Background: an optimization exercise with open tools, aiming at small area and a short achievable clock period. Do not read the settings as production practice. The RTL was checked by simulation tests, not by an equivalence proof against the original design.

Setup of the previous run:
// rlwe_alu
module rlwe_alu (
    input  wire        clk,
    input  wire        rst,         
    input  wire        in_valid,
    input  wire [2:0]  in_op,
    input  wire [31:0] in_a,
    input  wire [31:0] in_b,
    input  wire [31:0] in_c,
    output wire        out_valid,
    output wire [31:0] out_y0,
    output wire [31:0] out_y1
);
    reg v0;
    always @(posedge clk) v0 <= rst ? 1'b0 : in_valid;
    reg  [2:0] op0;
    always @(posedge clk) op0 <= in_op;
    reg  [31:0] a0;
    always @(posedge clk) a0 <= in_a;
    reg  [31:0] b0;
    always @(posedge clk) b0 <= in_b;
    reg  [31:0] c0;
    always @(posedge clk) c0 <= in_c;
    wire n1, n2;
    rlwe_fa u_n1 (.a(a0[0]), .b(~a0[14]), .c(~a0[16]), .s(n1), .co(n2));
    wire n3, n4;
    rlwe_fa u_n3 (.a(~a0[18]), .b(~a0[20]), .c(~a0[22]), .s(n3), .co(n4));
    wire n5, n6;
    rlwe_fa u_n5 (.a(a0[23]), .b(~a0[24]), .c(~a0[26]), .s(n5), .co(n6));
    wire n7, n8;
    rlwe_fa u_n7 (.a(a0[29]), .b(n1), .c(n3), .s(n7), .co(n8));
    wire n9, n10;
    rlwe_fa u_n9 (.a(a0[1]), .b(~a0[15]), .c(~a0[17]), .s(n9), .co(n10));
    wire n11, n12;
    rlwe_fa u_n11 (.a(~a0[19]), .b(~a0[21]), .c(~a0[25]), .s(n11), .co(n12));
    wire n13, n14;
    rlwe_fa u_n13 (.a(~a0[27]), .b(a0[30]), .c(n2), .s(n13), .co(n14));
    wire n15, n16;
    rlwe_fa u_n15 (.a(n4), .b(n6), .c(n9), .s(n15), .co(n16));
    wire n17, n18;
    rlwe_fa u_n17 (.a(n11), .b(n8), .c(n13), .s(n17), .co(n18));
    wire n19, n20;
    rlwe_fa u_n19 (.a(a0[2]), .b(~a0[16]), .c(~a0[18]), .s(n19), .co(n20));
    wire n21, n22;
    rlwe_fa u_n21 (.a(~a0[20]), .b(~a0[22]), .c(a0[23]), .s(n21), .co(n22));
    wire n23, n24;
    rlwe_fa u_n23 (.a(~a0[24]), .b(~a0[26]), .c(~a0[28]), .s(n23), .co(n24));
    wire n25, n26;
    rlwe_fa u_n25 (.a(~a0[31]), .b(n10), .c(n12), .s(n25), .co(n26));
    wire n27, n28;
    rlwe_fa u_n27 (.a(n19), .b(n21), .c(n23), .s(n27), .co(n28));
    wire n29, n30;
  ...
For scale: about 170 I/O pins.
==> flow/config.mk <==
export PLATFORM = sky130hd
export DESIGN_NAME = rlwe_alu
export DESIGN_NICKNAME = rlwe_alu
export VERILOG_FILES = /design/flow/design.v
export SDC_FILE = /design/flow/constraint.sdc
export NUM_CORES = 4
export LEC_CHECK = 0
export CAP_MARGIN = 20
export CORE_MARGIN = 2
export CORE_UTILIZATION = 40
export SLEW_MARGIN = 20
export SYNTH_HIERARCHICAL = 1
export SYNTH_MINIMUM_KEEP_SIZE = 0
==> flow/constraint.sdc <==
create_clock -name core_clock -period 26.0 [get_ports {clk}]
set_input_delay 5.2000 -clock core_clock [delete_from_list [all_inputs] [get_ports {clk}]]
set_output_delay 5.2000 -clock core_clock [all_outputs]
set_load 0.01 [all_outputs]
standard.sh (not shown) runs the stock make flow with config.mk's settings and CLKGATE_MAP_FILE= SYNTH_SCRIPT=/design/flow/synth_recipe.tcl, a recipe that flattens the netlist after the stock synthesis.
==> flow/flow/run.sh <==
#!/bin/bash
# The standard layout, with every port buffered by a plain buf_2 instead of
# the delay buffer buffer_ports picks by default.
set -euo pipefail
export BUFFER_PORTS_ARGS="-buffer_cell sky130_fd_sc_hd__buf_2"
bash standard.sh > standard_make.log 2>&1
Inputs modified between the previous run and the current run:
--- a/flow/design.v
+++ b/flow/design.v
@@ -2394,17 +2394,15 @@
     always @(posedge clk) v4 <= rst ? 1'b0 : v3;
     wire smul3 = op3 == 3'd1;
     reg  [2:0] op4;
     always @(posedge clk) op4 <= op3;
     reg  [17:0] t04;
     always @(posedge clk) t04 <= smul3 ? {2'd0, p3[15:0]} : t0;
     reg  [17:0] t14;
-    always @(posedge clk) t14 <= t1;
-    reg  [15:0] s4h;
-    always @(posedge clk) s4h <= p3[31:16];
+    always @(posedge clk) t14 <= smul3 ? {2'd0, p3[31:16]} : t1;
     wire [13:0] y0c_s_t =
         ({14{t04[17:13] == 5'd1}} & 14'd8192) |
         ({14{t04[17:13] == 5'd2}} & 14'd4095) |
         ({14{t04[17:13] == 5'd3}} & 14'd12287) |
         ({14{t04[17:13] == 5'd4}} & 14'd8190) |
         ({14{t04[17:13] == 5'd5}} & 14'd4093) |
         ({14{t04[17:13] == 5'd6}} & 14'd12285) |
@@ -2765,15 +2763,15 @@
     wire [13:0] y1c = y1c_d[15] ? y1c_s[13:0] : y1c_d[13:0];
     reg [31:0] y0m, y1m;
     always @(*) begin
         y0m = 32'd0;
         y1m = 32'd0;
         case (op4)
             3'd0:       y0m = {18'd0, y1c};
-            3'd1:       y0m = {s4h, t04[15:0]};
+            3'd1:       y0m = {t14[15:0], t04[15:0]};
             3'd2, 3'd3: y0m = {18'd0, y0c};
             3'd4: begin
                 y0m = {18'd0, y0c};
                 y1m = {18'd0, y1c};
             end
             3'd5, 3'd6: begin
                 y0m = {18'd0, y1c};
[summary]
The current run ends up with a total track usage that is 0.16 points higher than in the previous run.
Critical path depth came out higher on the current run than on the previous run.
Relative to the previous run, layout overhead on the synthesized area decreased by 0.75 points in the current run.
Looking at the current run and the previous run, the multiplexer share of the synthesized area is a wash.
Count of clock-buffer cells in the layout: the current run < the previous run
The via total after detailed routing of the current run exceeds that of the previous run by 0.88%.

static timing again, ports no longer ideal:
The flow's constraints put no driver on any port. The routed layouts listed below were extracted and timed again, unchanged, in two steps. Step 1 assumes that a clkbuf_16 drives the clock port and a buf_2 every other input. Step 2 adds t to the input delays and takes it off the output delays; t is the mean of the earliest and latest rising clock arrival at the registers after step 1. Input paths then give back, and output paths get back, about the clock's delay inside the block. Slacks: ideal ports / drivers / drivers and shift; pairs: ideal ports / drivers.
run | t (ns) | setup slack, ns | slew at the worst register clock pin (ns)
the previous run | 0.694 | 19.659 / 19.591 / 19.936 | 0.07 / 0.07
the current run | 0.674 | 19.682 / 19.615 / 19.682 | 0.07 / 0.07
After both steps setup and hold are still met in every run listed.
